This is an optimization exercise on Yosys and OpenROAD, whose aim is small area and a short achievable clock period, not a production implementation.
The RTL was checked by simulation tests, not by an equivalence proof against the original design.
Power and IR drop assume default switching activity.

<file path="design/flow/standard.sh">
#!/bin/bash
# synth_recipe.tcl (not shown) runs the flow's synth.tcl, then flattens the netlist and writes it again
# the make line also repeats each setting of config.mk as NAME=value (left out here)
make -C /OpenROAD-flow-scripts/flow DESIGN_CONFIG=/design/flow/config.mk WORK_HOME=/design/flow/orfs CLKGATE_MAP_FILE= SYNTH_SCRIPT=/design/flow/synth_recipe.tcl "${@:-finish}"
</file>
<file path="design/flow/design.v">
module ava_core (
    input  wire        clk,
    input  wire        rst,           
    input  wire [15:0] prog_len,      
    output wire [15:0] prog_addr,     
    input  wire [7:0]  prog_data,     
    output reg  [31:0] stk_w_data,
    output reg         stk_w_valid,
    input  wire        stk_w_ready,
    input  wire [31:0] stk_r_data,
    input  wire        stk_r_valid,
    output reg         stk_r_ready,
    output reg  [7:0]  out_data,
    output reg         out_valid,
    input  wire        out_ready,
    output wire        halt,
    output wire        fault,
    output wire [2:0]  cause,
    output wire        push_lost,
    output wire        out_lost
);
    localparam [3:0] S_INIT     = 4'd0;
    localparam [3:0] S_DECODE   = 4'd1;
    localparam [3:0] S_PUSHIMM1 = 4'd2;
    localparam [3:0] S_PUSHIMM2 = 4'd3;
    localparam [3:0] S_PUSHVAR1 = 4'd4;
    localparam [3:0] S_PUSHVAR2 = 4'd5;
    localparam [3:0] S_PUSHVAR3 = 4'd6;
    localparam [3:0] S_LET1     = 4'd7;    
    localparam [3:0] S_LETW     = 4'd8;    
    localparam [3:0] S_PRINT    = 4'd9;
    localparam [3:0] S_ALU1     = 4'd10;
    localparam [3:0] S_ALU2     = 4'd11;
    localparam [3:0] S_ALU3     = 4'd12;
    localparam [3:0] S_ALU4     = 4'd13;
    localparam [3:0] S_DONE     = 4'd14;
    localparam [7:0] OPC_PUSH_IMM  = 8'h01;
    localparam [7:0] OPC_PUSH_VAR  = 8'h0a;
    localparam [7:0] OPC_LET       = 8'h20;
    localparam [7:0] OPC_PRINT     = 8'h80;
    localparam [7:0] OPC_PRINT_LF  = 8'h82;
    localparam [7:0] OPC_ADD       = 8'ha0;
    localparam [7:0] OPC_MUL       = 8'ha5;
    localparam [2:0] C_NONE      = 3'd0;
    localparam [2:0] C_END       = 3'd1;
    localparam [2:0] C_UNKNOWN   = 3'd2;
    localparam [2:0] C_TRUNC     = 3'd6;
    localparam [2:0] C_BADSLOT   = 3'd7;
    reg  [3:0]  st;
    reg  [15:0] pc;
    reg  [7:0]  fb1;       
    reg         op_mul;
    reg  [15:0] opb;
    reg  [31:8] csx, csy;  
    reg  [7:0]  lo_sum;    
    reg         lo_cy;     
    reg  [2:0]  cause_r;
    reg         push_lost_r;
    reg         out_lost_r;
    reg  [31:0] slot0, slot1, slot2, slot3;
    wire [7:0] fb = prog_data;
    assign prog_addr = pc;
    assign halt      = (cause_r != C_NONE);
    assign fault     = cause_r[2];
    assign cause     = cause_r;
    assign push_lost = push_lost_r;
    assign out_lost  = out_lost_r;
    wire s_init  = (st == S_INIT);
    wire s_dec   = (st == S_DECODE);
    wire s_pi1   = (st == S_PUSHIMM1);
    wire s_pi2   = (st == S_PUSHIMM2);
    wire s_pv1   = (st == S_PUSHVAR1);
    wire s_pv2   = (st == S_PUSHVAR2);
    wire s_pv3   = (st == S_PUSHVAR3);
    wire s_let1  = (st == S_LET1);
    wire s_letw  = (st == S_LETW);
    wire s_print = (st == S_PRINT);
    wire s_alu1  = (st == S_ALU1);
    wire s_alu2  = (st == S_ALU2);
    wire s_alu3  = (st == S_ALU3);
    wire s_alu4  = (st == S_ALU4);
    wire fb_big   = (fb[7:2] != 6'd0);
    wire let_ok   = s_letw || (s_let1 && !fb_big);
    wire [1:0] let_idx = s_letw ? fb1[1:0] : fb[1:0];
    wire slot_w_en = let_ok && stk_r_valid;
    wire        addm = !op_mul;
    wire        mulm = op_mul;
    wire [15:0] a    = stk_r_data[15:0];
    wire [16:0] b    = {opb, 1'b0};
    reg  [7:0]  one, two, neg;
    integer i;
    always @(*) begin
        for (i = 0; i < 8; i = i + 1) begin
            one[i] = mulm & (b[2*i+1] ^ b[2*i]);
            two[i] = mulm & ((b[2*i+2] & ~b[2*i+1] & ~b[2*i]) | (~b[2*i+2] & b[2*i+1] & b[2*i]));
            neg[i] = mulm & b[2*i+2] & ~(b[2*i+1] & b[2*i]);
        end
        one[0] = addm | one[0];
    end
    wire [16:0] as = {a[15], a};
    wire [16:0] a2 = {a, 1'b0};
    wire [16:0] addb = addm ? {3'b000, ~opb[15], opb[14:2]} : 17'd0;
    wire [16:0] pp0 = (({17{one[0]}} & as) | ({17{two[0]}} & a2)) ^ {17{neg[0]}};
    wire [16:0] pp1 = ((({17{one[1]}} & as) | ({17{two[1]}} & a2)) ^ {17{neg[1]}}) | addb;
    wire [16:0] pp2 = (({17{one[2]}} & as) | ({17{two[2]}} & a2)) ^ {17{neg[2]}};
    wire [16:0] pp3 = (({17{one[3]}} & as) | ({17{two[3]}} & a2)) ^ {17{neg[3]}};
    wire [16:0] pp4 = (({17{one[4]}} & as) | ({17{two[4]}} & a2)) ^ {17{neg[4]}};
    wire [16:0] pp5 = (({17{one[5]}} & as) | ({17{two[5]}} & a2)) ^ {17{neg[5]}};
    wire [16:0] pp6 = (({17{one[6]}} & as) | ({17{two[6]}} & a2)) ^ {17{neg[6]}};
    wire [16:0] pp7 = (({17{one[7]}} & as) | ({17{two[7]}} & a2)) ^ {17{neg[7]}};
    wire        ng0 = addm ? opb[0] : neg[0];
    wire        ng1 = neg[1], ng2 = neg[2], ng3 = neg[3], ng4 = neg[4],
                ng5 = neg[5], ng6 = neg[6], ng7 = neg[7];
    wire        ab1 = addm & opb[1];
    wire [31:0] cs_x, cs_y;
    wire h10_0, g10_0, h11_1, g11_1, s12_0, k12_0, h12_2, g12_2, s13_1, k13_1, h13_3, g13_3, s14_2, k14_2, s14_3, k14_3, h14_4, g14_4, s15_4, k15_4, s15_5, k15_5, s15_6, k15_6, s16_7, k16_7, s16_8, k16_8, s16_9, k16_9, s17_10, k17_10, s17_11, k17_11, h17_5, g17_5, s18_12, k18_12, s18_13, k18_13, s19_14, k19_14, h19_6, g19_6, s20_15, k20_15, h21_7, g21_7, h6_8, g6_8, h7_9, g7_9, s8_16, k8_16, h8_10, g8_10, s9_17, k9_17, h9_11, g9_11, s10_18, k10_18, s10_19, k10_19, s11_20, k11_20, s11_21, k11_21, s12_22, k12_22, s12_23, k12_23, s13_24, k13_24, s13_25, k13_25, s14_26, k14_26, s14_27, k14_27, s15_28, k15_28, s15_29, k15_29, s16_30, k16_30, s16_31, k16_31, s17_32, k17_32, s17_33, k17_33, s18_34, k18_34, s18_35, k18_35, s19_36, k19_36, s19_37, k19_37, s20_38, k20_38, s20_39, k20_39, s21_40, k21_40, s21_41, k21_41, s22_42, k22_42, s22_43, k22_43, s23_44, k23_44, h23_12, g23_12, s24_45, k24_45, h25_13, g25_13, h4_14, g4_14, h5_15, g5_15, s6_46, k6_46, s7_47, k7_47, s8_48, k8_48, s9_49, k9_49, s10_50, k10_50, s11_51, k11_51, s12_52, k12_52, s13_53, k13_53, s14_54, k14_54, s15_55, k15_55, s16_56, k16_56, s17_57, k17_57, s18_58, k18_58, s19_59, k19_59, s20_60, k20_60, s21_61, k21_61, s22_62, k22_62, s23_63, k23_63, s24_64, k24_64, s25_65, k25_65, s26_66, k26_66, h27_16, g27_16, h2_17, g2_17, h3_18, g3_18, s4_67, k4_67, s5_68, k5_68, s6_69, k6_69, s7_70, k7_70, s8_71, k8_71, s9_72, k9_72, s10_73, k10_73, s11_74, k11_74, s12_75, k12_75, s13_76, k13_76, s14_77, k14_77, s15_78, k15_78, s16_79, k16_79, s17_80, k17_80, s18_81, k18_81, s19_82, k19_82, s20_83, k20_83, s21_84, k21_84, s22_85, k22_85, s23_86, k23_86, s24_87, k24_87, s25_88, k25_88, s26_89, k26_89, s27_90, k27_90, s28_91, k28_91, h29_19, g29_19;
    assign h10_0 = pp0[10] ^ pp1[8];
    assign g10_0 = pp0[10] & pp1[8];
    assign h11_1 = pp0[11] ^ pp1[9];
    assign g11_1 = pp0[11] & pp1[9];
    assign s12_0 = pp0[12] ^ pp1[10] ^ pp2[8];
    assign k12_0 = (pp0[12] & pp1[10]) | (pp0[12] & pp2[8]) | (pp1[10] & pp2[8]);
    assign h12_2 = pp3[6] ^ pp4[4];
    assign g12_2 = pp3[6] & pp4[4];
    assign s13_1 = pp0[13] ^ pp1[11] ^ pp2[9];
    assign k13_1 = (pp0[13] & pp1[11]) | (pp0[13] & pp2[9]) | (pp1[11] & pp2[9]);
    assign h13_3 = pp3[7] ^ pp4[5];
    assign g13_3 = pp3[7] & pp4[5];
    assign s14_2 = pp0[14] ^ pp1[12] ^ pp2[10];
    assign k14_2 = (pp0[14] & pp1[12]) | (pp0[14] & pp2[10]) | (pp1[12] & pp2[10]);
    assign s14_3 = pp3[8] ^ pp4[6] ^ pp5[4];
    assign k14_3 = (pp3[8] & pp4[6]) | (pp3[8] & pp5[4]) | (pp4[6] & pp5[4]);
    assign h14_4 = pp6[2] ^ pp7[0];
    assign g14_4 = pp6[2] & pp7[0];
    assign s15_4 = pp0[15] ^ pp1[13] ^ pp2[11];
    assign k15_4 = (pp0[15] & pp1[13]) | (pp0[15] & pp2[11]) | (pp1[13] & pp2[11]);
    assign s15_5 = pp3[9] ^ pp4[7] ^ pp5[5];
    assign k15_5 = (pp3[9] & pp4[7]) | (pp3[9] & pp5[5]) | (pp4[7] & pp5[5]);
    assign s15_6 = pp6[3] ^ pp7[1] ^ addm;
    assign k15_6 = (pp6[3] & pp7[1]) | (pp6[3] & addm) | (pp7[1] & addm);
    assign s16_7 = ~pp0[16] ^ pp1[14] ^ pp2[12];
    assign k16_7 = (~pp0[16] & pp1[14]) | (~pp0[16] & pp2[12]) | (pp1[14] & pp2[12]);
    assign s16_8 = pp3[10] ^ pp4[8] ^ pp5[6];
    assign k16_8 = (pp3[10] & pp4[8]) | (pp3[10] & pp5[6]) | (pp4[8] & pp5[6]);
    assign s16_9 = pp6[4] ^ pp7[2] ^ mulm;
    assign k16_9 = (pp6[4] & pp7[2]) | (pp6[4] & mulm) | (pp7[2] & mulm);
    assign s17_10 = pp1[15] ^ pp2[13] ^ pp3[11];
    assign k17_10 = (pp1[15] & pp2[13]) | (pp1[15] & pp3[11]) | (pp2[13] & pp3[11]);
    assign s17_11 = pp4[9] ^ pp5[7] ^ pp6[5];
    assign k17_11 = (pp4[9] & pp5[7]) | (pp4[9] & pp6[5]) | (pp5[7] & pp6[5]);
    assign h17_5 = pp7[3] ^ 1'b1;
    assign g17_5 = pp7[3] & 1'b1;
    assign s18_12 = ~pp1[16] ^ pp2[14] ^ pp3[12];
    assign k18_12 = (~pp1[16] & pp2[14]) | (~pp1[16] & pp3[12]) | (pp2[14] & pp3[12]);
    assign s18_13 = pp4[10] ^ pp5[8] ^ pp6[6];
    assign k18_13 = (pp4[10] & pp5[8]) | (pp4[10] & pp6[6]) | (pp5[8] & pp6[6]);
    assign s19_14 = pp2[15] ^ pp3[13] ^ pp4[11];
    assign k19_14 = (pp2[15] & pp3[13]) | (pp2[15] & pp4[11]) | (pp3[13] & pp4[11]);
    assign h19_6 = pp5[9] ^ pp6[7];
    assign g19_6 = pp5[9] & pp6[7];
    assign s20_15 = ~pp2[16] ^ pp3[14] ^ pp4[12];
    assign k20_15 = (~pp2[16] & pp3[14]) | (~pp2[16] & pp4[12]) | (pp3[14] & pp4[12]);
    assign h21_7 = pp3[15] ^ pp4[13];
    assign g21_7 = pp3[15] & pp4[13];
    assign h6_8 = pp0[6] ^ pp1[4];
    assign g6_8 = pp0[6] & pp1[4];
    assign h7_9 = pp0[7] ^ pp1[5];
    assign g7_9 = pp0[7] & pp1[5];
    assign s8_16 = pp0[8] ^ pp1[6] ^ pp2[4];
    assign k8_16 = (pp0[8] & pp1[6]) | (pp0[8] & pp2[4]) | (pp1[6] & pp2[4]);
    assign h8_10 = pp3[2] ^ pp4[0];
    assign g8_10 = pp3[2] & pp4[0];
    assign s9_17 = pp0[9] ^ pp1[7] ^ pp2[5];
    assign k9_17 = (pp0[9] & pp1[7]) | (pp0[9] & pp2[5]) | (pp1[7] & pp2[5]);
    assign h9_11 = pp3[3] ^ pp4[1];
    assign g9_11 = pp3[3] & pp4[1];
    assign s10_18 = h10_0 ^ pp2[6] ^ pp3[4];
    assign k10_18 = (h10_0 & pp2[6]) | (h10_0 & pp3[4]) | (pp2[6] & pp3[4]);
    assign s10_19 = pp4[2] ^ pp5[0] ^ ng5;
    assign k10_19 = (pp4[2] & pp5[0]) | (pp4[2] & ng5) | (pp5[0] & ng5);
    assign s11_20 = h11_1 ^ pp2[7] ^ pp3[5];
    assign k11_20 = (h11_1 & pp2[7]) | (h11_1 & pp3[5]) | (pp2[7] & pp3[5]);
    assign s11_21 = pp4[3] ^ pp5[1] ^ g10_0;
    assign k11_21 = (pp4[3] & pp5[1]) | (pp4[3] & g10_0) | (pp5[1] & g10_0);
    assign s12_22 = s12_0 ^ h12_2 ^ pp5[2];
    assign k12_22 = (s12_0 & h12_2) | (s12_0 & pp5[2]) | (h12_2 & pp5[2]);
    assign s12_23 = pp6[0] ^ ng6 ^ g11_1;
    assign k12_23 = (pp6[0] & ng6) | (pp6[0] & g11_1) | (ng6 & g11_1);
    assign s13_24 = s13_1 ^ h13_3 ^ pp5[3];
    assign k13_24 = (s13_1 & h13_3) | (s13_1 & pp5[3]) | (h13_3 & pp5[3]);
    assign s13_25 = pp6[1] ^ k12_0 ^ g12_2;
    assign k13_25 = (pp6[1] & k12_0) | (pp6[1] & g12_2) | (k12_0 & g12_2);
    assign s14_26 = s14_2 ^ s14_3 ^ h14_4;
    assign k14_26 = (s14_2 & s14_3) | (s14_2 & h14_4) | (s14_3 & h14_4);
    assign s14_27 = ng7 ^ k13_1 ^ g13_3;
    assign k14_27 = (ng7 & k13_1) | (ng7 & g13_3) | (k13_1 & g13_3);
    assign s15_28 = s15_4 ^ s15_5 ^ s15_6;
    assign k15_28 = (s15_4 & s15_5) | (s15_4 & s15_6) | (s15_5 & s15_6);
    assign s15_29 = k14_2 ^ k14_3 ^ g14_4;
    assign k15_29 = (k14_2 & k14_3) | (k14_2 & g14_4) | (k14_3 & g14_4);
    assign s16_30 = s16_7 ^ s16_8 ^ s16_9;
    assign k16_30 = (s16_7 & s16_8) | (s16_7 & s16_9) | (s16_8 & s16_9);
    assign s16_31 = k15_4 ^ k15_5 ^ k15_6;
    assign k16_31 = (k15_4 & k15_5) | (k15_4 & k15_6) | (k15_5 & k15_6);
    assign s17_32 = s17_10 ^ s17_11 ^ h17_5;
    assign k17_32 = (s17_10 & s17_11) | (s17_10 & h17_5) | (s17_11 & h17_5);
    assign s17_33 = k16_7 ^ k16_8 ^ k16_9;
    assign k17_33 = (k16_7 & k16_8) | (k16_7 & k16_9) | (k16_8 & k16_9);
    assign s18_34 = s18_12 ^ s18_13 ^ pp7[4];
    assign k18_34 = (s18_12 & s18_13) | (s18_12 & pp7[4]) | (s18_13 & pp7[4]);
    assign s18_35 = k17_10 ^ k17_11 ^ g17_5;
    assign k18_35 = (k17_10 & k17_11) | (k17_10 & g17_5) | (k17_11 & g17_5);
    assign s19_36 = s19_14 ^ h19_6 ^ pp7[5];
    assign k19_36 = (s19_14 & h19_6) | (s19_14 & pp7[5]) | (h19_6 & pp7[5]);
    assign s19_37 = k18_12 ^ k18_13 ^ 1'b1;
    assign k19_37 = (k18_12 & k18_13) | (k18_12 & 1'b1) | (k18_13 & 1'b1);
    assign s20_38 = s20_15 ^ pp5[10] ^ pp6[8];
    assign k20_38 = (s20_15 & pp5[10]) | (s20_15 & pp6[8]) | (pp5[10] & pp6[8]);
    assign s20_39 = pp7[6] ^ k19_14 ^ g19_6;
    assign k20_39 = (pp7[6] & k19_14) | (pp7[6] & g19_6) | (k19_14 & g19_6);
    assign s21_40 = h21_7 ^ pp5[11] ^ pp6[9];
    assign k21_40 = (h21_7 & pp5[11]) | (h21_7 & pp6[9]) | (pp5[11] & pp6[9]);
    assign s21_41 = pp7[7] ^ k20_15 ^ 1'b1;
    assign k21_41 = (pp7[7] & k20_15) | (pp7[7] & 1'b1) | (k20_15 & 1'b1);
    assign s22_42 = ~pp3[16] ^ pp4[14] ^ pp5[12];
    assign k22_42 = (~pp3[16] & pp4[14]) | (~pp3[16] & pp5[12]) | (pp4[14] & pp5[12]);
    assign s22_43 = pp6[10] ^ pp7[8] ^ g21_7;
    assign k22_43 = (pp6[10] & pp7[8]) | (pp6[10] & g21_7) | (pp7[8] & g21_7);
    assign s23_44 = pp4[15] ^ pp5[13] ^ pp6[11];
    assign k23_44 = (pp4[15] & pp5[13]) | (pp4[15] & pp6[11]) | (pp5[13] & pp6[11]);
    assign h23_12 = pp7[9] ^ 1'b1;
    assign g23_12 = pp7[9] & 1'b1;
    assign s24_45 = ~pp4[16] ^ pp5[14] ^ pp6[12];
    assign k24_45 = (~pp4[16] & pp5[14]) | (~pp4[16] & pp6[12]) | (pp5[14] & pp6[12]);
    assign h25_13 = pp5[15] ^ pp6[13];
    assign g25_13 = pp5[15] & pp6[13];
    assign h4_14 = pp0[4] ^ pp1[2];
    assign g4_14 = pp0[4] & pp1[2];
    assign h5_15 = pp0[5] ^ pp1[3];
    assign g5_15 = pp0[5] & pp1[3];
    assign s6_46 = h6_8 ^ pp2[2] ^ pp3[0];
    assign k6_46 = (h6_8 & pp2[2]) | (h6_8 & pp3[0]) | (pp2[2] & pp3[0]);
    assign s7_47 = h7_9 ^ pp2[3] ^ pp3[1];
    assign k7_47 = (h7_9 & pp2[3]) | (h7_9 & pp3[1]) | (pp2[3] & pp3[1]);
    assign s8_48 = s8_16 ^ h8_10 ^ ng4;
    assign k8_48 = (s8_16 & h8_10) | (s8_16 & ng4) | (h8_10 & ng4);
    assign s9_49 = s9_17 ^ h9_11 ^ k8_16;
    assign k9_49 = (s9_17 & h9_11) | (s9_17 & k8_16) | (h9_11 & k8_16);
    assign s10_50 = s10_18 ^ s10_19 ^ k9_17;
    assign k10_50 = (s10_18 & s10_19) | (s10_18 & k9_17) | (s10_19 & k9_17);
    assign s11_51 = s11_20 ^ s11_21 ^ k10_18;
    assign k11_51 = (s11_20 & s11_21) | (s11_20 & k10_18) | (s11_21 & k10_18);
    assign s12_52 = s12_22 ^ s12_23 ^ k11_20;
    assign k12_52 = (s12_22 & s12_23) | (s12_22 & k11_20) | (s12_23 & k11_20);
    assign s13_53 = s13_24 ^ s13_25 ^ k12_22;
    assign k13_53 = (s13_24 & s13_25) | (s13_24 & k12_22) | (s13_25 & k12_22);
    assign s14_54 = s14_26 ^ s14_27 ^ k13_24;
    assign k14_54 = (s14_26 & s14_27) | (s14_26 & k13_24) | (s14_27 & k13_24);
    assign s15_55 = s15_28 ^ s15_29 ^ k14_26;
    assign k15_55 = (s15_28 & s15_29) | (s15_28 & k14_26) | (s15_29 & k14_26);
    assign s16_56 = s16_30 ^ s16_31 ^ k15_28;
    assign k16_56 = (s16_30 & s16_31) | (s16_30 & k15_28) | (s16_31 & k15_28);
    assign s17_57 = s17_32 ^ s17_33 ^ k16_30;
    assign k17_57 = (s17_32 & s17_33) | (s17_32 & k16_30) | (s17_33 & k16_30);
    assign s18_58 = s18_34 ^ s18_35 ^ k17_32;
    assign k18_58 = (s18_34 & s18_35) | (s18_34 & k17_32) | (s18_35 & k17_32);
    assign s19_59 = s19_36 ^ s19_37 ^ k18_34;
    assign k19_59 = (s19_36 & s19_37) | (s19_36 & k18_34) | (s19_37 & k18_34);
    assign s20_60 = s20_38 ^ s20_39 ^ k19_36;
    assign k20_60 = (s20_38 & s20_39) | (s20_38 & k19_36) | (s20_39 & k19_36);
    assign s21_61 = s21_40 ^ s21_41 ^ k20_38;
    assign k21_61 = (s21_40 & s21_41) | (s21_40 & k20_38) | (s21_41 & k20_38);
    assign s22_62 = s22_42 ^ s22_43 ^ k21_40;
    assign k22_62 = (s22_42 & s22_43) | (s22_42 & k21_40) | (s22_43 & k21_40);
    assign s23_63 = s23_44 ^ h23_12 ^ k22_42;
    assign k23_63 = (s23_44 & h23_12) | (s23_44 & k22_42) | (h23_12 & k22_42);
    assign s24_64 = s24_45 ^ pp7[10] ^ k23_44;
    assign k24_64 = (s24_45 & pp7[10]) | (s24_45 & k23_44) | (pp7[10] & k23_44);
    assign s25_65 = h25_13 ^ pp7[11] ^ k24_45;
    assign k25_65 = (h25_13 & pp7[11]) | (h25_13 & k24_45) | (pp7[11] & k24_45);
    assign s26_66 = ~pp5[16] ^ pp6[14] ^ pp7[12];
    assign k26_66 = (~pp5[16] & pp6[14]) | (~pp5[16] & pp7[12]) | (pp6[14] & pp7[12]);
    assign h27_16 = pp6[15] ^ pp7[13];
    assign g27_16 = pp6[15] & pp7[13];
    assign h2_17 = pp0[2] ^ pp1[0];
    assign g2_17 = pp0[2] & pp1[0];
    assign h3_18 = pp0[3] ^ pp1[1];
    assign g3_18 = pp0[3] & pp1[1];
    assign s4_67 = h4_14 ^ pp2[0] ^ ng2;
    assign k4_67 = (h4_14 & pp2[0]) | (h4_14 & ng2) | (pp2[0] & ng2);
    assign s5_68 = h5_15 ^ pp2[1] ^ g4_14;
    assign k5_68 = (h5_15 & pp2[1]) | (h5_15 & g4_14) | (pp2[1] & g4_14);
    assign s6_69 = s6_46 ^ ng3 ^ g5_15;
    assign k6_69 = (s6_46 & ng3) | (s6_46 & g5_15) | (ng3 & g5_15);
    assign s7_70 = s7_47 ^ g6_8 ^ k6_46;
    assign k7_70 = (s7_47 & g6_8) | (s7_47 & k6_46) | (g6_8 & k6_46);
    assign s8_71 = s8_48 ^ g7_9 ^ k7_47;
    assign k8_71 = (s8_48 & g7_9) | (s8_48 & k7_47) | (g7_9 & k7_47);
    assign s9_72 = s9_49 ^ g8_10 ^ k8_48;
    assign k9_72 = (s9_49 & g8_10) | (s9_49 & k8_48) | (g8_10 & k8_48);
    assign s10_73 = s10_50 ^ g9_11 ^ k9_49;
    assign k10_73 = (s10_50 & g9_11) | (s10_50 & k9_49) | (g9_11 & k9_49);
    assign s11_74 = s11_51 ^ k10_19 ^ k10_50;
    assign k11_74 = (s11_51 & k10_19) | (s11_51 & k10_50) | (k10_19 & k10_50);
    assign s12_75 = s12_52 ^ k11_21 ^ k11_51;
    assign k12_75 = (s12_52 & k11_21) | (s12_52 & k11_51) | (k11_21 & k11_51);
    assign s13_76 = s13_53 ^ k12_23 ^ k12_52;
    assign k13_76 = (s13_53 & k12_23) | (s13_53 & k12_52) | (k12_23 & k12_52);
    assign s14_77 = s14_54 ^ k13_25 ^ k13_53;
    assign k14_77 = (s14_54 & k13_25) | (s14_54 & k13_53) | (k13_25 & k13_53);
    assign s15_78 = s15_55 ^ k14_27 ^ k14_54;
    assign k15_78 = (s15_55 & k14_27) | (s15_55 & k14_54) | (k14_27 & k14_54);
    assign s16_79 = s16_56 ^ k15_29 ^ k15_55;
    assign k16_79 = (s16_56 & k15_29) | (s16_56 & k15_55) | (k15_29 & k15_55);
    assign s17_80 = s17_57 ^ k16_31 ^ k16_56;
    assign k17_80 = (s17_57 & k16_31) | (s17_57 & k16_56) | (k16_31 & k16_56);
    assign s18_81 = s18_58 ^ k17_33 ^ k17_57;
    assign k18_81 = (s18_58 & k17_33) | (s18_58 & k17_57) | (k17_33 & k17_57);
    assign s19_82 = s19_59 ^ k18_35 ^ k18_58;
    assign k19_82 = (s19_59 & k18_35) | (s19_59 & k18_58) | (k18_35 & k18_58);
    assign s20_83 = s20_60 ^ k19_37 ^ k19_59;
    assign k20_83 = (s20_60 & k19_37) | (s20_60 & k19_59) | (k19_37 & k19_59);
    assign s21_84 = s21_61 ^ k20_39 ^ k20_60;
    assign k21_84 = (s21_61 & k20_39) | (s21_61 & k20_60) | (k20_39 & k20_60);
    assign s22_85 = s22_62 ^ k21_41 ^ k21_61;
    assign k22_85 = (s22_62 & k21_41) | (s22_62 & k21_61) | (k21_41 & k21_61);
    assign s23_86 = s23_63 ^ k22_43 ^ k22_62;
    assign k23_86 = (s23_63 & k22_43) | (s23_63 & k22_62) | (k22_43 & k22_62);
    assign s24_87 = s24_64 ^ g23_12 ^ k23_63;
    assign k24_87 = (s24_64 & g23_12) | (s24_64 & k23_63) | (g23_12 & k23_63);
    assign s25_88 = s25_65 ^ k24_64 ^ 1'b1;
    assign k25_88 = (s25_65 & k24_64) | (s25_65 & 1'b1) | (k24_64 & 1'b1);
    assign s26_89 = s26_66 ^ g25_13 ^ k25_65;
    assign k26_89 = (s26_66 & g25_13) | (s26_66 & k25_65) | (g25_13 & k25_65);
    assign s27_90 = h27_16 ^ k26_66 ^ 1'b1;
    assign k27_90 = (h27_16 & k26_66) | (h27_16 & 1'b1) | (k26_66 & 1'b1);
    assign s28_91 = ~pp6[16] ^ pp7[14] ^ g27_16;
    assign k28_91 = (~pp6[16] & pp7[14]) | (~pp6[16] & g27_16) | (pp7[14] & g27_16);
    assign h29_19 = pp7[15] ^ 1'b1;
    assign g29_19 = pp7[15] & 1'b1;
    assign cs_x[0] = pp0[0];
    assign cs_y[0] = ng0;
    assign cs_x[1] = pp0[1];
    assign cs_y[1] = ab1;
    assign cs_x[2] = h2_17;
    assign cs_y[2] = ng1;
    assign cs_x[3] = h3_18;
    assign cs_y[3] = g2_17;
    assign cs_x[4] = s4_67;
    assign cs_y[4] = g3_18;
    assign cs_x[5] = s5_68;
    assign cs_y[5] = k4_67;
    assign cs_x[6] = s6_69;
    assign cs_y[6] = k5_68;
    assign cs_x[7] = s7_70;
    assign cs_y[7] = k6_69;
    assign cs_x[8] = s8_71;
    assign cs_y[8] = k7_70;
    assign cs_x[9] = s9_72;
    assign cs_y[9] = k8_71;
    assign cs_x[10] = s10_73;
    assign cs_y[10] = k9_72;
    assign cs_x[11] = s11_74;
    assign cs_y[11] = k10_73;
    assign cs_x[12] = s12_75;
    assign cs_y[12] = k11_74;
    assign cs_x[13] = s13_76;
    assign cs_y[13] = k12_75;
    assign cs_x[14] = s14_77;
    assign cs_y[14] = k13_76;
    assign cs_x[15] = s15_78;
    assign cs_y[15] = k14_77;
    assign cs_x[16] = s16_79;
    assign cs_y[16] = k15_78;
    assign cs_x[17] = s17_80;
    assign cs_y[17] = k16_79;
    assign cs_x[18] = s18_81;
    assign cs_y[18] = k17_80;
    assign cs_x[19] = s19_82;
    assign cs_y[19] = k18_81;
    assign cs_x[20] = s20_83;
    assign cs_y[20] = k19_82;
    assign cs_x[21] = s21_84;
    assign cs_y[21] = k20_83;
    assign cs_x[22] = s22_85;
    assign cs_y[22] = k21_84;
    assign cs_x[23] = s23_86;
    assign cs_y[23] = k22_85;
    assign cs_x[24] = s24_87;
    assign cs_y[24] = k23_86;
    assign cs_x[25] = s25_88;
    assign cs_y[25] = k24_87;
    assign cs_x[26] = s26_89;
    assign cs_y[26] = k25_88;
    assign cs_x[27] = s27_90;
    assign cs_y[27] = k26_89;
    assign cs_x[28] = s28_91;
    assign cs_y[28] = k27_90;
    assign cs_x[29] = h29_19;
    assign cs_y[29] = k28_91;
    assign cs_x[30] = ~pp7[16];
    assign cs_y[30] = g29_19;
    assign cs_x[31] = 1'b1;
    assign cs_y[31] = 1'b0;
    wire [31:0] cs_p = cs_x ^ cs_y;
    wire [31:0] cs_g = cs_x & cs_y;
    wire [8:0]  lo_c;
    assign lo_c[0] = 1'b0;
    assign lo_c[1] = cs_g[0];
    genvar lg;
    generate
        for (lg = 1; lg < 8; lg = lg + 1) begin : lo_ripple
            ava_gc lo_cell (.g1(cs_g[lg]), .p1(cs_p[lg]), .g0(lo_c[lg]), .g(lo_c[lg + 1]));
        end
    endgenerate
    reg  [23:0] ks_p, ks_g;
    reg  [31:0] alu_result;
    integer ki;
    always @(*) begin
        ks_p = csx;
        ks_g = csy;
        ks_g[0] = csy[8] | (csx[8] & lo_cy);
        for (ki = 1; ki < 24; ki = ki * 2) begin
            ks_g = ks_g | (ks_p & (ks_g << ki));
            ks_p = ks_p & ((ks_p << ki) | ((24'd1 << ki) - 24'd1));
        end
        alu_result = {csx ^ {ks_g[22:0], lo_cy}, lo_sum};
    end
    reg [31:0] slot_rd;
    always @(*) begin
        case (fb1[1:0])
            2'd0: slot_rd = slot0;
            2'd1: slot_rd = slot1;
            2'd2: slot_rd = slot2;
            default: slot_rd = slot3;
        endcase
    end
    wire pop_any = s_letw || s_print || s_alu1 || s_alu3;
    wire dec_lf_n, rq_n1, rq_n2, rq_n3, rq_n4, rq_dec, rq_prt, rq_let, rq_pop, rq_ready, rq_out;
    ava_nor3  rq_g1 (.a(fb[6]), .b(fb[5]), .c(fb[4]), .y(rq_n1));
    ava_nor3  rq_g2 (.a(fb[3]), .b(fb[2]), .c(fb[0]), .y(rq_n2));
    ava_nor3  rq_g3 (.a(fb[7]), .b(fb[6]), .c(fb[5]), .y(rq_n3));
    ava_nor3  rq_g4 (.a(fb[4]), .b(fb[3]), .c(fb[2]), .y(rq_n4));
    ava_and3  rq_g5 (.a(fb[7]), .b(fb[1]), .c(s_dec), .y(dec_lf_n));
    ava_nand3 rq_g6 (.a(rq_n1), .b(rq_n2), .c(dec_lf_n), .y(rq_dec));
    ava_nand2 rq_g7 (.a(s_print), .b(stk_r_valid), .y(rq_prt));
    ava_nand2 rq_g8 (.a(rq_dec), .b(rq_prt), .y(rq_out));
    ava_nand4 rq_g9 (.a(stk_r_valid), .b(s_let1), .c(rq_n3), .d(rq_n4), .y(rq_let));
    ava_nand2 rq_g10 (.a(stk_r_valid), .b(pop_any), .y(rq_pop));
    ava_nand2 rq_g11 (.a(rq_let), .b(rq_pop), .y(rq_ready));
    always @(*) begin
        stk_w_valid = s_pi2 || s_pv3 || s_alu4;
        stk_r_ready = rq_ready;
        out_valid   = rq_out;
        out_data    = s_print ? {stk_r_data[7:4] + 4'd3, stk_r_data[3:0]} : 8'h0a;
        if (s_pi2)
            stk_w_data = {16'd0, fb, fb1};
        else if (s_pv3)
            stk_w_data = slot_rd;
        else
            stk_w_data = alu_result;
    end
    wire at_end = ({pc[15:1], pc[0] | s_init} == prog_len);
    always @(posedge clk) begin
        csx <= cs_p[31:8];
        csy <= cs_g[31:8];
        lo_sum <= cs_p[7:0] ^ lo_c[7:0];
        lo_cy <= lo_c[8];
        fb1[7:2] <= fb[7:2];
        if (!(s_letw || s_pv2))
            fb1[1:0] <= fb[1:0];
        if (s_alu1)
            opb <= stk_r_data[15:0];
        if (s_dec)
            op_mul <= fb[0];
    end
    always @(posedge clk) begin
        if (rst) begin
            st          <= S_INIT;
            pc          <= 16'd0;
            cause_r     <= C_NONE;
            push_lost_r <= 1'b0;
            out_lost_r  <= 1'b0;
        end else begin
            if (stk_w_valid && !stk_w_ready)
                push_lost_r <= 1'b1;
            if (out_valid && !out_ready)
                out_lost_r <= 1'b1;
            case (st)
                S_INIT: begin
                    pc <= pc + 16'd1;
                    if (at_end) begin
                        st      <= S_DONE;
                        cause_r <= C_END;
                    end else begin
                        st <= S_DECODE;
                    end
                end
                S_DECODE: begin
                    case (fb)
                        OPC_PUSH_IMM, OPC_PUSH_VAR, OPC_LET: begin
                            if (at_end) begin
                                st      <= S_DONE;
                                cause_r <= C_TRUNC;
                            end else begin
                                pc <= pc + 16'd1;
                                if (fb == OPC_PUSH_IMM)
                                    st <= S_PUSHIMM1;
                                else if (fb == OPC_PUSH_VAR)
                                    st <= S_PUSHVAR1;
                                else
                                    st <= S_LET1;
                            end
                        end
                        OPC_PRINT:    st <= S_PRINT;
                        OPC_PRINT_LF: begin
                            if (at_end) begin
                                st      <= S_DONE;
                                cause_r <= C_END;
                            end else begin
                                pc <= pc + 16'd1;
                                st <= S_DECODE;
                            end
                        end
                        OPC_ADD, OPC_MUL: st <= S_ALU1;
                        default: begin
                            st      <= S_DONE;
                            cause_r <= C_UNKNOWN;
                        end
                    endcase
                end
                S_PUSHIMM1: begin
                    if (at_end) begin
                        st      <= S_DONE;
                        cause_r <= C_TRUNC;
                    end else begin
                        pc <= pc + 16'd1;
                        st <= S_PUSHIMM2;
                    end
                end
                S_PUSHVAR1: begin
                    if (fb_big) begin
                        st      <= S_DONE;
                        cause_r <= C_BADSLOT;
                    end else begin
                        st <= S_PUSHVAR2;
                    end
                end
                S_PUSHVAR2: st <= S_PUSHVAR3;
                S_LET1: begin
                    if (fb_big) begin
                        st      <= S_DONE;
                        cause_r <= C_BADSLOT;
                    end else if (!stk_r_valid) begin
                        st <= S_LETW;
                    end else if (at_end) begin
                        st      <= S_DONE;
                        cause_r <= C_END;
                    end else begin
                        pc <= pc + 16'd1;
                        st <= S_DECODE;
                    end
                end
                S_LETW, S_PRINT: begin
                    if (stk_r_valid) begin
                        if (at_end) begin
                            st      <= S_DONE;
                            cause_r <= C_END;
                        end else begin
                            pc <= pc + 16'd1;
                            st <= S_DECODE;
                        end
                    end
                end
                S_ALU1: if (stk_r_valid) st <= S_ALU2;
                S_ALU2: st <= S_ALU3;
                S_ALU3: if (stk_r_valid) st <= S_ALU4;
                S_PUSHIMM2, S_PUSHVAR3, S_ALU4: begin
                    if (at_end) begin
                        st      <= S_DONE;
                        cause_r <= C_END;
                    end else begin
                        pc <= pc + 16'd1;
                        st <= S_DECODE;
                    end
                end
                default: ;
            endcase
        end
    end
    always @(posedge clk) begin
        if (!rst && slot_w_en) begin
            case (let_idx)
                2'd0: slot0 <= stk_r_data;
                2'd1: slot1 <= stk_r_data;
                2'd2: slot2 <= stk_r_data;
                default: slot3 <= stk_r_data;
            endcase
        end
    end
endmodule
module ava_gc (input wire g1, p1, g0, output wire g);
    assign g = g1 | (p1 & g0);
endmodule
module ava_nor3 (input wire a, b, c, output wire y);
    assign y = ~(a | b | c);
endmodule
module ava_and3 (input wire a, b, c, output wire y);
    assign y = a & b & c;
endmodule
module ava_nand2 (input wire a, b, output wire y);
    assign y = ~(a & b);
endmodule
module ava_nand3 (input wire a, b, c, output wire y);
    assign y = ~(a & b & c);
endmodule
module ava_nand4 (input wire a, b, c, d, output wire y);
    assign y = ~(a & b & c & d);
endmodule
</file>
<file path="design/flow/constraint.sdc">
create_clock -name core_clock -period 10.0 [get_ports {clk}]
set_input_delay 2.0000 -clock core_clock [delete_from_list [all_inputs] [get_ports {clk}]]
set_output_delay 2.0000 -clock core_clock [all_outputs]
set_load 0.01 [all_outputs]
</file>
<file path="design/flow/flow/run.sh">
#!/bin/bash
# The standard layout, with plain buffers (not delay cells) on the ports.
set -euo pipefail
export BUFFER_PORTS_ARGS="-buffer_cell sky130_fd_sc_hd__buf_2"
bash standard.sh finish > standard_flow.log 2>&1
</file>
<file path="design/flow/config.mk">
export PLATFORM = sky130hd
export DESIGN_NAME = ava_core
export DESIGN_NICKNAME = ava_core
export VERILOG_FILES = /design/flow/design.v
export SDC_FILE = /design/flow/constraint.sdc
export NUM_CORES = 4
export LEC_CHECK = 0
export CAP_MARGIN = 20
export CORE_MARGIN = 2
export CORE_UTILIZATION = 55
export SETUP_SLACK_MARGIN = 4.7
export SLEW_MARGIN = 20
export SYNTH_HIERARCHICAL = 1
</file>
==> metrics.log, run 1 <==
INFO  metric area_delta_synth_final = 12.47%
INFO  metric drt_wl_total = 44.10 mm
INFO  metric cts.hold.buffers_added = 0
INFO  metric p_leak = between 7 and 8 nW
INFO  metric grt_use_met3 = 4.549%
INFO  metric fin_skew = between 0.015 and 0.02 ns
INFO  metric vias_per_cell = between 6 and 7
INFO  metric clkTransAtPathRegs = 0.06 ns
INFO  metric worst_pin_slew = between 0.8 and 0.9 ns
INFO  metric mappedNetlistArea = between 15,000 and 20,000 um^2
INFO  metric grt_most_used_layer = met2
INFO  metric vias_in_the_first_global_route = 12,111
INFO  metric design.portCount = roughly 130
INFO  metric final_antenna_net_count = 0
INFO  metric cts-buffers-inserted = 25
INFO  metric detailed_place_hpwl = just over 30 mm
INFO  metric tritoncts = done
INFO  metric grt_util_met2 = between 40% and 50%
INFO  metric core_box_area = approximately 29,000 um^2
INFO  metric worst_slack = 4.753 ns
INFO  metric clock_latency = approximately 0.53 ns
INFO  metric timing.critical_path.slowest_stage_cell = dfxtp_2
INFO  metric worstSetupEndpointType = output port
INFO  metric post_layout_nonfiller_instances = just under 2,000
INFO  metric fraction_of_layout_instances_using_a_drive_strength_above_1 = 17.20%
INFO  metric drt_first_iter_violations = 1,207
INFO  metric max_clock_freq = 190.6 MHz
INFO  metric antenna_cells_inserted = 0
INFO  metric met1_usage_grt = around 40%
INFO  metric place_congestion = ~0.94
INFO  metric synth_warnings = 7
INFO  metric critical-path-max-stage-delay = between 0.3 and 0.4 ns
INFO  metric clock_sink_count = 233
INFO  metric postSynthRegisterBits = between 200 and 250
INFO  metric grt_pass1_wl = about 69 mm
INFO  metric post_layout_min_period = roughly 5.2 ns
INFO  metric layout.nets = around 1,800
INFO  metric detail_route.drc_violations = 0
INFO  metric htreeDepth = 1
INFO  metric worst-path-max-fanout = 3
INFO  metric syn_avg_cell_area = approximately 11 um^2
INFO  metric rsz_0062_raised_after_global_routing = yes
INFO  metric die_height = roughly 170 um
INFO  metric share_of_the_cycle_needed_by_the_critical_path_after_routing = 52.47%
INFO  metric design.die.area = between 30,000 and 40,000 um^2
INFO  metric floorplan.initialDensity = a little under three fifths
INFO  metric edff_count_synth = about 150
INFO  metric cts_root_buf = clkbuf_16
INFO  metric dominantRegCellSynth = edfxtp_1
INFO  metric drv.max_cap_violation_count = 0
INFO  metric pre_cts_ws = between 4 and 5 ns
INFO  metric arrival = ~3.3 ns
INFO  metric hp-class = reg -> reg
INFO  metric grt_antenna_before_repair = 0
INFO  metric timing.setup.critical_path_class = reg -> out
INFO  metric post_synthesis_net_count = 1,720
INFO  metric run_status = finished clean
INFO  metric fp.dieW = 174.0 um
INFO  metric fin_total_pwr = approximately 0.0054 W
INFO  metric number_of_placement_rows = between 60 and 70
INFO  metric ys_async_sr_fraction = 0%
INFO  metric clock_path_buffers = 3
INFO  metric drt-wirelength-per-cell = roughly 22 um
INFO  metric worstSetupStartpointType = flop
INFO  metric dpl.cell_count = 1,928
INFO  metric netlist-cell-type-count = 73
INFO  metric vdd.ir_drop.worst = 0.1748 mV
INFO  metric power-per-cell-area = roughly 300 nW/um^2
INFO  metric dr_total_vias = between 10,000 and 15,000
INFO  metric critical_path_required = roughly 8.0 ns
INFO  metric finalHoldViolCount = 0
INFO  metric finalSetupViolations = 0
INFO  metric slew_viol_final = 0
INFO  metric place.port_buffers = between 100 and 150
INFO  metric synth_sequential_area_ratio = ~39%
INFO  metric groute.usage.overall = 29.16%
INFO  metric slew-limit-headroom = a little under half
INFO  metric path_cells = ha_4 -> or2_4 -> ha_4 -> o211a_1 -> o211a_1 -> o311ai_4 -> a211oi_4 -> or3_1 -> a21oi_2 -> nor2_1 -> a211oi_2 -> buf_2
INFO  metric drt_pass1_iterations = 6
INFO  metric largest_net_degree_at_the_start_of_global_routing = 35
INFO  metric timing.setup.tns = 0 ns
INFO  metric synthCells = between 1,500 and 2,000
INFO  metric grt.overflow.total = 0
-- power breakdown --
group / leakage (nW) / switching, W / total (W) / internal (W)
Sequential: 2.04 / 0.000135 / 0.00135 / 0.00122
Clock: 0.396 / 0.000368 / 0.000923 / 0.000554
Combinational: 4.64 / 0.00181 / 0.00313 / 0.00132
Total: 7.07 / 0.00232 / 0.00541 / 0.00309
-- synth_stat cells (all sizes together) (20+ instances only) --
master	count	area share, %
edfxtp	147	28
inv	120	2.8
a22oi	119	5.6
nand2	105	2.5
clkbuf	97	2.3
a21oi	87	2.8
dfxtp	86	11
fa	85	11
xnor2	81	4.5
xor2	72	4.0
o21ai	65	2.1
ha	63	5.0
nor2	56	1.3
mux4	32	4.5
nand3	22	0.69
nor3	22	0.82
buf	20	0.57
-- flip-flops by register name (all words and copies together), names as in the netlist --
signal       count
slot0           32
slot2           32
fb1              8
opb             16
push_lost_r      1
pc              16
csy             23
cause_r          3
st               4
op_mul           1
lo_cy            1
slot1           32
slot3           32
out_lost_r       1
csx             23
lo_sum           8
-- timing repair --
item,CTS,global route
gates resized for setup,21,8
pin swaps,12,5
buffers inserted,5,1
endpoints found under the setup margin,9,16
-- placed cells by master, fill, tap and decap left out, types with 8 or more instances in the layout --
cell type | Yosys | routed
edfxtp_1 | 147 | 147
buf_2 | 3 | 125
inv_1 | 119 | 119
a22oi_1 | 119 | 119
nand2_1 | 105 | 104
fa_1 | 85 | 85
a21oi_1 | 86 | 84
dfxtp_1 | 86 | 84
xnor2_1 | 81 | 80
xor2_1 | 72 | 72
o21ai_0 | 63 | 62
ha_1 | 63 | 61
nor2_1 | 56 | 53
mux4_2 | 32 | 32
buf_4 | 1 | 29
clkbuf_16 | 0 | 25
nand3_1 | 22 | 21
or3_1 | 17 | 17
a22o_1 | 15 | 15
a21o_1 | 15 | 15
a31oi_1 | 16 | 15
mux2i_1 | 15 | 15
and2_1 | 14 | 14
nor3_1 | 18 | 14
nand3b_1 | 13 | 13
a221oi_1 | 12 | 12
o21a_1 | 10 | 10
nor3_2 | 4 | 8
o22ai_1 | 8 | 8
and3_1 | 8 | 8
clkbuf_1 | 97 | 8
-- through the flow --
stage	hold slack (ns)	utilization (%)	cell area [um^2]
3_3_place_gp	0.4465	58.75	16770
5_1_grt	0.5031	62.65	17880
6_report	0.4699	62.65	17880
4_1_cts	0.4747	62.16	17740
3_5_place_dp	0.4576	58.80	16790
2_1_floorplan	0.5021	-	15910
-- cells by family after synthesis --
logic type / after synthesis / share of synthesized area (%)
flip-flops: 233 / 38.59
AO/OA/AOI/OAI: 395 / 16.73
buffers and inverters: 239 / 5.736
adder cells (fa/ha/maj): 148 / 15.66
AND/OR/NAND/NOR: 295 / 9.316
XOR/XNOR: 153 / 8.427
multiplexers: 48 / 5.547
-- per-module statistics from Yosys (local to each module, per instance) --
module	cells	flops+latches	times used	area (um^2)
ava_nand3	1	0	1	5.005
ava_gc	1	0	7	7.507
ava_nand4	1	0	1	6.256
ava_core	1493	233	1	15780
ava_nor3	1	0	4	10.01
ava_and3	1	0	1	6.256
ava_nand2	1	0	4	3.754
-- per-layer routing --
metal	vias to the layer above	share of wire, %
met5	-	0
met4	0	2.9
met3	76	7.7
met2	563	48
met1	5870	42
li1	5567	-
-- path summary, 6_finish.rpt --
| path | slack, ns | start | end | depth (start not counted) |
|---|---|---|---|---|
| setup / recovery | 4.75 | csx[8] | stk_w_data[28] | 12 |
| hold / removal | 0.47 | push_lost_r | push_lost_r | 2 |
| setup reg to reg | 5.17 | op_mul | csx[15] | 11 |
| hold reg to reg | 0.47 | push_lost_r | push_lost_r | 2 |
-- final cells by class --
class	instances	area [um^2]
Clock buffer	35	683.2
Clock inverter	10	132.6
Fill cell	2434	10660
Inverter	122	457.9
Multi-Input combinational cell	1039	9052
Sequential cell	233	6138
Tap cell	384	480.5
Timing Repair Buffer	160	939.7
-- critical path: cells and delay by family (launching register included) --
| kind | cells | cell delay [ns] |
|---|---|---|
| AO/OA/AOI/OAI | 6 | 1.27 |
| adder cells (fa/ha/maj) | 2 | 0.31 |
| buffers and inverters | 1 | 0.19 |
| flip-flops | 1 | 0.33 |
| AND/OR/NAND/NOR | 3 | 0.62 |
==> run 2, diff against run 1 <==
==> design/flow/flow/run.sh (replaced) <==
#!/bin/bash
# The standard layout, with plain buffers (not delay cells) on the ports and
# a clock tree of smaller leaf buffers.
set -euo pipefail
export BUFFER_PORTS_ARGS="-buffer_cell sky130_fd_sc_hd__buf_2"
export CTS_ARGS="-sink_clustering_enable -repair_clock_nets -root_buf sky130_fd_sc_hd__clkbuf_16 -buf_list {sky130_fd_sc_hd__clkbuf_8} -sink_clustering_size 10 -sink_clustering_max_diameter 50 -sink_clustering_buffer sky130_fd_sc_hd__clkbuf_4 -dont_use_dummy_load"
bash standard.sh finish > standard_flow.log 2>&1
==> run 2 against run 1 <==
Net effect: flip-flop and latch count is the same; critical path depth stayed put; setup slack improved by 0.0086 ns; synthesized cell count did not move; fmax rose by 0.16%; register-to-register slack about the same; cell area down 2.6%; area after synthesis unchanged; non-clock buffer count stayed put; largest power group unchanged.
==> metrics.log, run 2 <==
INFO  metric run_status = finished clean
INFO  metric fin_skew = ~0.061 ns
INFO  metric vias_per_cell = ~6.1
INFO  metric arrival = 3.24 ns
INFO  metric yosys-top-cells-area = edfxtp_1 28%, dfxtp_1 11%, fa_1 11%, a22oi_1 5.6%, ha_1 5.0%
INFO  metric synth_top_area_share = between 20% and 30%
INFO  metric worst_pin_slew = around 0.82 ns
INFO  metric finalHoldViolCount = 0
INFO  metric dr_total_vias = 12,106
INFO  metric number_of_placement_rows = between 60 and 70
INFO  metric synth_warnings = 7
INFO  metric grt_pass1_wl = between 60 and 70 mm
INFO  metric die_height = roughly 170 um
INFO  metric grt.overflow.total = 0
INFO  metric tritoncts = done
INFO  metric fraction_of_layout_instances_using_a_drive_strength_above_1 = between 15 and 20%
INFO  metric dominantRegCellSynth = edfxtp_1
INFO  metric multi_input_comb_area = between 9000 and 10,000 um^2
INFO  metric pre_cts_ws = between 4 and 5 ns
INFO  metric edff_count_synth = about 150
INFO  metric power-per-cell-area = around 290 nW/um^2
INFO  metric max_clock_freq = about 190 MHz
INFO  metric clkTransAtPathRegs = around 0.09 ns
INFO  metric post_layout_min_period = 5.239 ns
INFO  metric drv.max_cap_violation_count = 0
INFO  metric most_used_cells_in_the_layout_excluding_fill_and_tap_cells = 147 x edfxtp_1, 125 x buf_2, 119 x inv_1, 119 x a22oi_1, 104 x nand2_1
INFO  metric share_of_the_cycle_needed_by_the_critical_path_after_routing = between 50% and 60%
INFO  metric cts-buffers-inserted = 35
INFO  metric drt_first_iter_violations = ~1,200
INFO  metric worst-path-max-fanout = 3
INFO  metric netlist-cell-type-count = 73
INFO  metric place_congestion = 0.9420
INFO  metric clock_sink_count = about 230
INFO  metric postSynthRegisterBits = about 230
INFO  metric timing.setup.tns = 0 ns
INFO  metric fp.dieW = 174.0 um
INFO  metric netlist_top_cells_count = 147 x edfxtp_1, 119 x a22oi_1, 119 x inv_1
INFO  metric antenna_cells_inserted = 0
INFO  metric core_box_area = 28,550 um^2
INFO  metric detailed_place_hpwl = 31.02 mm
INFO  metric layout.nets = around 1,800
INFO  metric drt-wirelength-per-cell = roughly 22 um
INFO  metric place.port_buffers = about 130
INFO  metric timing.setup.critical_path_class = reg -> out
INFO  metric synth_sequential_area_ratio = about two fifths
INFO  metric syn_avg_cell_area = approximately 11 um^2
INFO  metric drt_pass1_iterations = 6
INFO  metric groute.usage.overall = about 29%
INFO  metric worst_slack = 4.761 ns
INFO  metric cts_root_buf = clkbuf_16
INFO  metric detail_route.drc_violations = 0
INFO  metric critical_path_required = ~8.0 ns
INFO  metric post_synthesis_net_count = about 1,700
INFO  metric final_antenna_net_count = 0
INFO  metric design.die.area = 30,290 um^2
INFO  metric vdd.ir_drop.worst = about 0.16 mV
INFO  metric floorplan.initialDensity = between 50% and 60%
INFO  metric hp-class = reg -> reg
INFO  metric seq_area = about 6100 um^2
INFO  metric cts.hold.buffers_added = 0
INFO  metric timing.critical_path.slowest_stage_cell = dfxtp_2
INFO  metric rsz_0062_raised_after_global_routing = yes
INFO  metric htreeDepth = 2
INFO  metric mappedNetlistArea = about 16,000 um^2
INFO  metric grt_antenna_before_repair = 1
INFO  metric largest_net_degree_at_the_start_of_global_routing = 35
INFO  metric p_leak = just under 7 nW
INFO  metric vias_in_the_first_global_route = ~12,000
INFO  metric critical-path-max-stage-delay = between 0.3 and 0.4 ns
INFO  metric most_frequent_cell_after_synthesis = edfxtp_1
INFO  metric worstSetupStartpointType = flop
INFO  metric clock_latency = 0.49 ns
INFO  metric drt_wl_total = ~44 mm
INFO  metric path_cells = ha_4 -> or2_4 -> ha_4 -> o211a_1 -> o211a_1 -> o311ai_4 -> a211oi_4 -> or3_1 -> a21oi_2 -> nor2_1 -> a211oi_2 -> buf_2
INFO  metric filler_cell_count = roughly 2,500
INFO  metric commonest_non_fill_non_tap_cell_in_the_layout = edfxtp_1
INFO  metric slew-limit-headroom = between 40% and 50%
INFO  metric design.portCount = between 100 and 150
INFO  metric worstSetupEndpointType = output port
INFO  metric slew_viol_final = 0
INFO  metric fin_util = approximately 61%
INFO  metric ys_async_sr_fraction = 0%
INFO  metric synthCells = 1,511
INFO  metric area_delta_synth_final = 9.497%
INFO  metric finalSetupViolations = 0
INFO  metric clock_path_buffers = 3
INFO  metric synth_largest_area_cell = edfxtp_1
[run 2: per-module statistics from Yosys, one instance, submodules excluded]
module     copies in the design  cell area (um^2)
ava_gc                        7             7.507
ava_and3                      1             6.256
ava_nand4                     1             6.256
ava_nand2                     4             3.754
ava_core                      1             15780
ava_nor3                      4             10.01
ava_nand3                     1             5.005
[run 2: metal layers]
| metal | part of all wire, % | wire length [um] | GRT usage (%) |
|---|---|---|---|
| met1 | 42 | 18410 | 39.31 |
| met2 | 48 | 21030 | 49.05 |
| met3 | 7.7 | 3401 | 5.052 |
| met4 | 3.1 | 1358 | 9.384 |
| met5 | 0.029 | 13 | 0 |
[run 2: cell families (layout without fill, tap and decap cells)]
family | after synthesis | count (layout) | share of synthesized area (%)
AND/OR/NAND/NOR | 295 | 295 | 9.316
adder cells (fa/ha/maj) | 148 | 148 | 15.66
buffers and inverters | 239 | 317 | 5.736
flip-flops | 233 | 233 | 38.59
multiplexers | 48 | 48 | 5.547
XOR/XNOR | 153 | 153 | 8.427
AO/OA/AOI/OAI | 395 | 395 | 16.73
[run 2: worst paths after layout]
kind                    from        endpoint  slack, ns  depth (start not counted)
setup / recovery       lo_cy  stk_w_data[28]       4.76                         12
hold / removal    out_lost_r      out_lost_r       0.47                          2
setup reg to reg      op_mul         csx[15]       5.18                         11
hold reg to reg   out_lost_r      out_lost_r       0.47                          2
[run 2: report_power, final]
part / switching, W / leakage (nW) / total, W / internal [W]
Combinational: 0.00181 / 4.64 / 0.00313 / 0.00132
Clock: 0.000315 / 0.200 / 0.000543 / 0.000228
Sequential: 0.000135 / 2.04 / 0.00135 / 0.00122
[run 2: worst max-delay path, delay by kind of cell, from the launching register on]
family / cells / cell delay, ns
simple gates: 3 / 0.64
fa+ha+maj: 2 / 0.31
compound gates: 6 / 1.27
buf+inv: 1 / 0.19
flops: 1 / 0.34
[run 2: final cells by class]
class	instances	share of cell area, %
multi-input cells	1039	51.99
well taps	384	2.759
flip-flops and latches	233	35.25
inverters	122	2.630
clock buffers	35	2.012
repair buffers	160	5.354
[run 2: timing repair]
item                                    CTS  global route
pin swaps                                12             6
gates resized for setup                  18            12
endpoints found under the setup margin    8            12
setup buffers                             5             1
[run 2: stage by stage]
stage                     power, W  std cells  hold WS (ns)  area (um^2)
after floorplan           0.003446       1511        0.5021        15910
after global placement    0.004310       1927        0.4465        16770
after detailed placement  0.004428       1928        0.4576        16790
after CTS                 0.005038       1968        0.4676        17270
after global routing      0.005562       1973        0.4991        17410
final                     0.005027       1973        0.4657        17410
==> run 3, diff against run 2 <==
--- a/design/flow/config.mk
+++ b/design/flow/config.mk
@@ -8,5 +8,6 @@
 export CAP_MARGIN = 20
 export CORE_MARGIN = 2
-export CORE_UTILIZATION = 55
+export CORE_UTILIZATION = 65
+export PLACE_DENSITY = 0.72
 export SETUP_SLACK_MARGIN = 4.7
 export SLEW_MARGIN = 20
==> run 3 against run 2 <==
Net effect: worst hold slack better by 0.0026 ns; area after synthesis is the same; count of clock-buffer cells in the layout is 4 lower; cell count is 3.5% lower; cell area fell by 1.4%; fmax fell by 0.70%; setup slack worse by 0.037 ns; flip-flop and latch count did not move; global-route usage increased by 3.4 points; total power decreased by 1.4%; via count is 1.7% higher; clock power decreased by 11%.
==> metrics.log, run 3 <==
INFO  metric run_status = finished clean
INFO  metric timing.setup.critical_path_class = reg -> out
INFO  metric commonest_non_fill_non_tap_cell_in_the_layout = edfxtp_1
INFO  metric filler_cell_count = around 1,800
INFO  metric syn_avg_cell_area = ~11 um^2
INFO  metric detailed_place_hpwl = approximately 30 mm
INFO  metric netlist_top_cells_count = 147 x edfxtp_1, 119 x a22oi_1, 119 x inv_1
INFO  metric finalHoldViolCount = 0
INFO  metric met3RoutedLength = a little over 4 mm
INFO  metric synth_sequential_area_ratio = 38.59%
INFO  metric detail_route.drc_violations = 0
INFO  metric critical_path_required = 8.00 ns
INFO  metric core_box_area = ~24,000 um^2
INFO  metric slew-limit-headroom = 30.21%
INFO  metric design.die.area = 25,730 um^2
INFO  metric antenna_cells_inserted = 0
INFO  metric layout.nets = between 1,500 and 2,000
INFO  metric slew_viol_final = 0
INFO  metric vias_per_cell = ~6.5
INFO  metric drt_first_iter_violations = roughly 1,200
INFO  metric finalSetupViolations = 0
INFO  metric critical_path.startpoint = lo_cy
INFO  metric grt.overflow.total = 0
INFO  metric most_frequent_cell_after_synthesis = edfxtp_1
INFO  metric vias_in_the_first_global_route = roughly 12,000
INFO  metric cts.hold.buffers_added = 0
INFO  metric clock_latency = approximately 0.50 ns
INFO  metric grt_pass1_wl = 66.34 mm
INFO  metric p_leak = slightly below 7 nW
INFO  metric place.port_buffers = 126
INFO  metric clkTransAtPathRegs = roughly 0.1 ns
INFO  metric design.portCount = 127
INFO  metric post_synthesis_net_count = 1,720
INFO  metric timing.critical_path.to = stk_w_data[28]
INFO  metric post_layout_min_period = between 5 and 6 ns
INFO  metric rsz_0062_raised_after_global_routing = yes
INFO  metric area_delta_synth_final = 7.971%
INFO  metric ys_async_sr_fraction = 0%
INFO  metric hp-class = reg -> reg
INFO  metric multi_input_comb_area = between 9000 and 10,000 um^2
INFO  metric dr_total_vias = between 10,000 and 15,000
INFO  metric worst_pin_slew = between 1 and 1.5 ns
INFO  metric edff_count_synth = between 100 and 150
INFO  metric largest_net_degree_at_the_start_of_global_routing = 35
INFO  metric mappedNetlistArea = approximately 16,000 um^2
INFO  metric synth_top_area_share = between 20% and 30%
INFO  metric final_antenna_net_count = 0
INFO  metric share_of_the_cycle_needed_by_the_critical_path_after_routing = 52.76%
INFO  metric worst-path-max-fanout = 3
INFO  metric floorplan.initialDensity = 65.77%
INFO  metric p_int = roughly 0.0027 W
INFO  metric arrival = 3.28 ns
INFO  metric synth_largest_area_cell = edfxtp_1
INFO  metric die_height = 160.4 um
INFO  metric cts-buffers-inserted = 31
INFO  metric number_of_placement_rows = between 50 and 60
INFO  metric fin_skew = 0.06591 ns
INFO  metric worstSetupStartpointType = flop
INFO  metric synth_warnings = 7
INFO  metric synthCells = 1,511
INFO  metric fraction_of_layout_instances_using_a_drive_strength_above_1 = 16.58%
INFO  metric power-per-cell-area = between 200 and 300 nW/um^2
INFO  metric tritoncts = done
INFO  metric netlist-cell-type-count = 73
INFO  metric fp.dieW = roughly 160 um
INFO  metric power.combinational.fraction = 63.1%
INFO  metric worstSetupEndpointType = output port
INFO  metric clock_path_buffers = 3
INFO  metric seq_area = approximately 6100 um^2
INFO  metric place_congestion = around 0.95
INFO  metric worst_r2r_endpoint = csx[14]
INFO  metric reg2reg_depth = 11
INFO  metric drt-wirelength-per-cell = 22.19 um
INFO  metric dominantRegCellSynth = edfxtp_1
INFO  metric drt_wl_total = around 42 mm
INFO  metric power.net_switching = roughly 0.0022 W
INFO  metric top_layer_used = met4
INFO  metric groute.usage.overall = about a third
INFO  metric timing.setup.tns = 0 ns
INFO  metric wl_met1 = between 15 and 20 mm
INFO  metric htreeDepth = 1
INFO  metric power.share.clock = under 10%
INFO  metric netSwitchingFraction = 45.21%
INFO  metric postSynthRegisterBits = roughly 230
INFO  metric worst_slack = between 4 and 5 ns
INFO  metric drt_pass1_iterations = 6
INFO  metric cts_root_buf = clkbuf_16
INFO  metric yosys-top-cells-area = edfxtp_1 28%, dfxtp_1 11%, fa_1 11%, a22oi_1 5.6%, ha_1 5.0%
INFO  metric regToRegSetupSlack = 5.18 ns
INFO  metric vdd.ir_drop.worst = 0.1663 mV
INFO  metric part_of_the_power_in_registers = between 20% and 30%
INFO  metric drv.max_cap_violation_count = 0
INFO  metric pre_cts_ws = roughly 4.5 ns
INFO  metric grt_antenna_before_repair = 0
INFO  metric max_clock_freq = ~190 MHz
INFO  metric routed-wl-met2 = ~20 mm
INFO  metric clock_sink_count = 233
INFO  metric reg2reg_from = op_mul
INFO  metric most_used_cells_in_the_layout_excluding_fill_and_tap_cells = 147 x edfxtp_1, 125 x buf_2, 119 x inv_1, 119 x a22oi_1, 105 x nand2_1
INFO  metric startpoint_of_the_lowest_slack_hold_path = push_lost_r
[run 3: cell counts after synthesis]
Identical to the previous run, type by type.
[run 3: area by class of cell]
class / count / area share (%)
clock buffer: 31 / 1.662
tap: 324 / 2.361
inverter: 122 / 2.667
sequential: 233 / 35.75
multi-input combinational: 1039 / 52.51
timing repair buffer: 155 / 5.043
[run 3: critical path, stage by stage, from the launching register on]
cell and delay, ns:
dfxtp_2 0.34, ha_4 0.15, or2_4 0.23, ha_4 0.16
o211a_1 0.25, o211a_1 0.26, o311ai_4 0.27, a211oi_2 0.14
or3_1 0.34, a21oi_2 0.15, nor2_1 0.06, a211oi_2 0.22
buf_2 0.19
[run 3: through the flow]
stage	util (%)	instance area (um^2)	hold WS [ns]	power (W)	instances
finish	71.01	17170	0.4683	0.004955	1904
global route	71.01	17170	0.5463	0.005442	1904
CTS	70.69	17090	0.4725	0.004940	1901
detailed placement	69.06	16700	0.4617	0.004397	1867
global placement	69.06	16700	0.4438	0.004261	1867
floorplan	-	15910	0.5021	0.003446	1511
[run 3: power groups by stage]
stage                     combinational, W  clock, W  sequential, W
after global routing               0.00355  0.000529        0.00136
after detailed placement           0.00303         0        0.00137
after CTS                          0.00310  0.000495        0.00134
final                              0.00312  0.000481        0.00135
after floorplan                    0.00212         0        0.00133
after global placement             0.00290         0        0.00136
[run 3: Yosys stat by module, one instance, submodules excluded]
module	times used	flip-flops and latches	cells inside	area (um^2)
ava_nor3	4	0	1	10.01
ava_and3	1	0	1	6.256
ava_nand3	1	0	1	5.005
ava_gc	7	0	1	7.507
ava_nand2	4	0	1	3.754
ava_nand4	1	0	1	6.256
ava_core	1	233	1493	15780
[run 3: layer usage]
layer / track usage (%) / vias to the layer above
li1: - / 5561
met1: 45.00 / 5969
met2: 53.41 / 680
met3: 5.682 / 100
met4: 11.02 / 0
met5: 0 / -
[run 3: timing repair]
| action | CTS | global route |
|---|---|---|
| pin swaps | 9 | 7 |
| endpoints found under the setup margin | 8 | 8 |
| buffers inserted | 3 | 0 |
| gates resized for setup | 16 | 9 |
| hold endpoints to repair | 0 | 0 |
[run 3: cell families (layout without fill, tap and decap cells)]
kind of cell    count (synthesis)  count (layout)  synth area share (%)
fa+ha+maj                     148             148                 15.66
xor+xnor                      153             153                 8.427
simple gates                  295             295                 9.316
mux                            48              48                 5.547
compound gates                395             395                 16.73
flops                         233             233                 38.59
buf+inv                       239             308                 5.736
[run 3: worst min-delay path by stage]
| stage | endpoint | slack [ns] | depth (start not counted) |
|---|---|---|---|
| 6_report | push_lost_r | 0.47 | 2 |
| 5_1_grt | push_lost_r | 0.55 | 2 |
| 4_1_cts | out_lost_r | 0.47 | 2 |
| 3_5_place_dp | out_lost_r | 0.46 | 2 |
| 3_3_place_gp | push_lost_r | 0.44 | 2 |
| 2_1_floorplan | out_lost_r | 0.50 | 2 |

-- re-timing with driven ports --
No port has a modelled driver above. Below, the same layouts with a new extraction and two added sets of constraints. Step 1: set_driving_cell puts a clkbuf_16 on clk and a buf_2 on each other input, an assumption about the parent block. Step 2 moves the port delays by t, midway between the first and last clock arrival at a register: inputs arrive t later, outputs are due t later. That takes back most of the time a late clock gives input paths. Three values: ideal ports, drivers, drivers and shift; two values: the first two.
run | t (ns) | slack for setup (ns) | hold WS [ns] | clock arrival spread, ns | slew at the worst register clock pin (ns)
run 1 | 0.565 | 4.753 / 4.702 / 4.506 | 0.470 / 0.470 / 0.470 | 0.024 / 0.024 | 0.07 / 0.07
run 2 | 0.520 | 4.761 / 4.707 / 4.515 | 0.466 / 0.466 / 0.466 | 0.073 / 0.073 | 0.11 / 0.11
run 3 | 0.528 | 4.724 / 4.673 / 4.547 | 0.468 / 0.468 / 0.468 | 0.076 / 0.076 | 0.12 / 0.12
After both steps setup and hold are still met in every run listed. For run 1, which loses most, drivers alone change the setup slack by -0.051 ns; drivers and shift together by -0.247 ns.
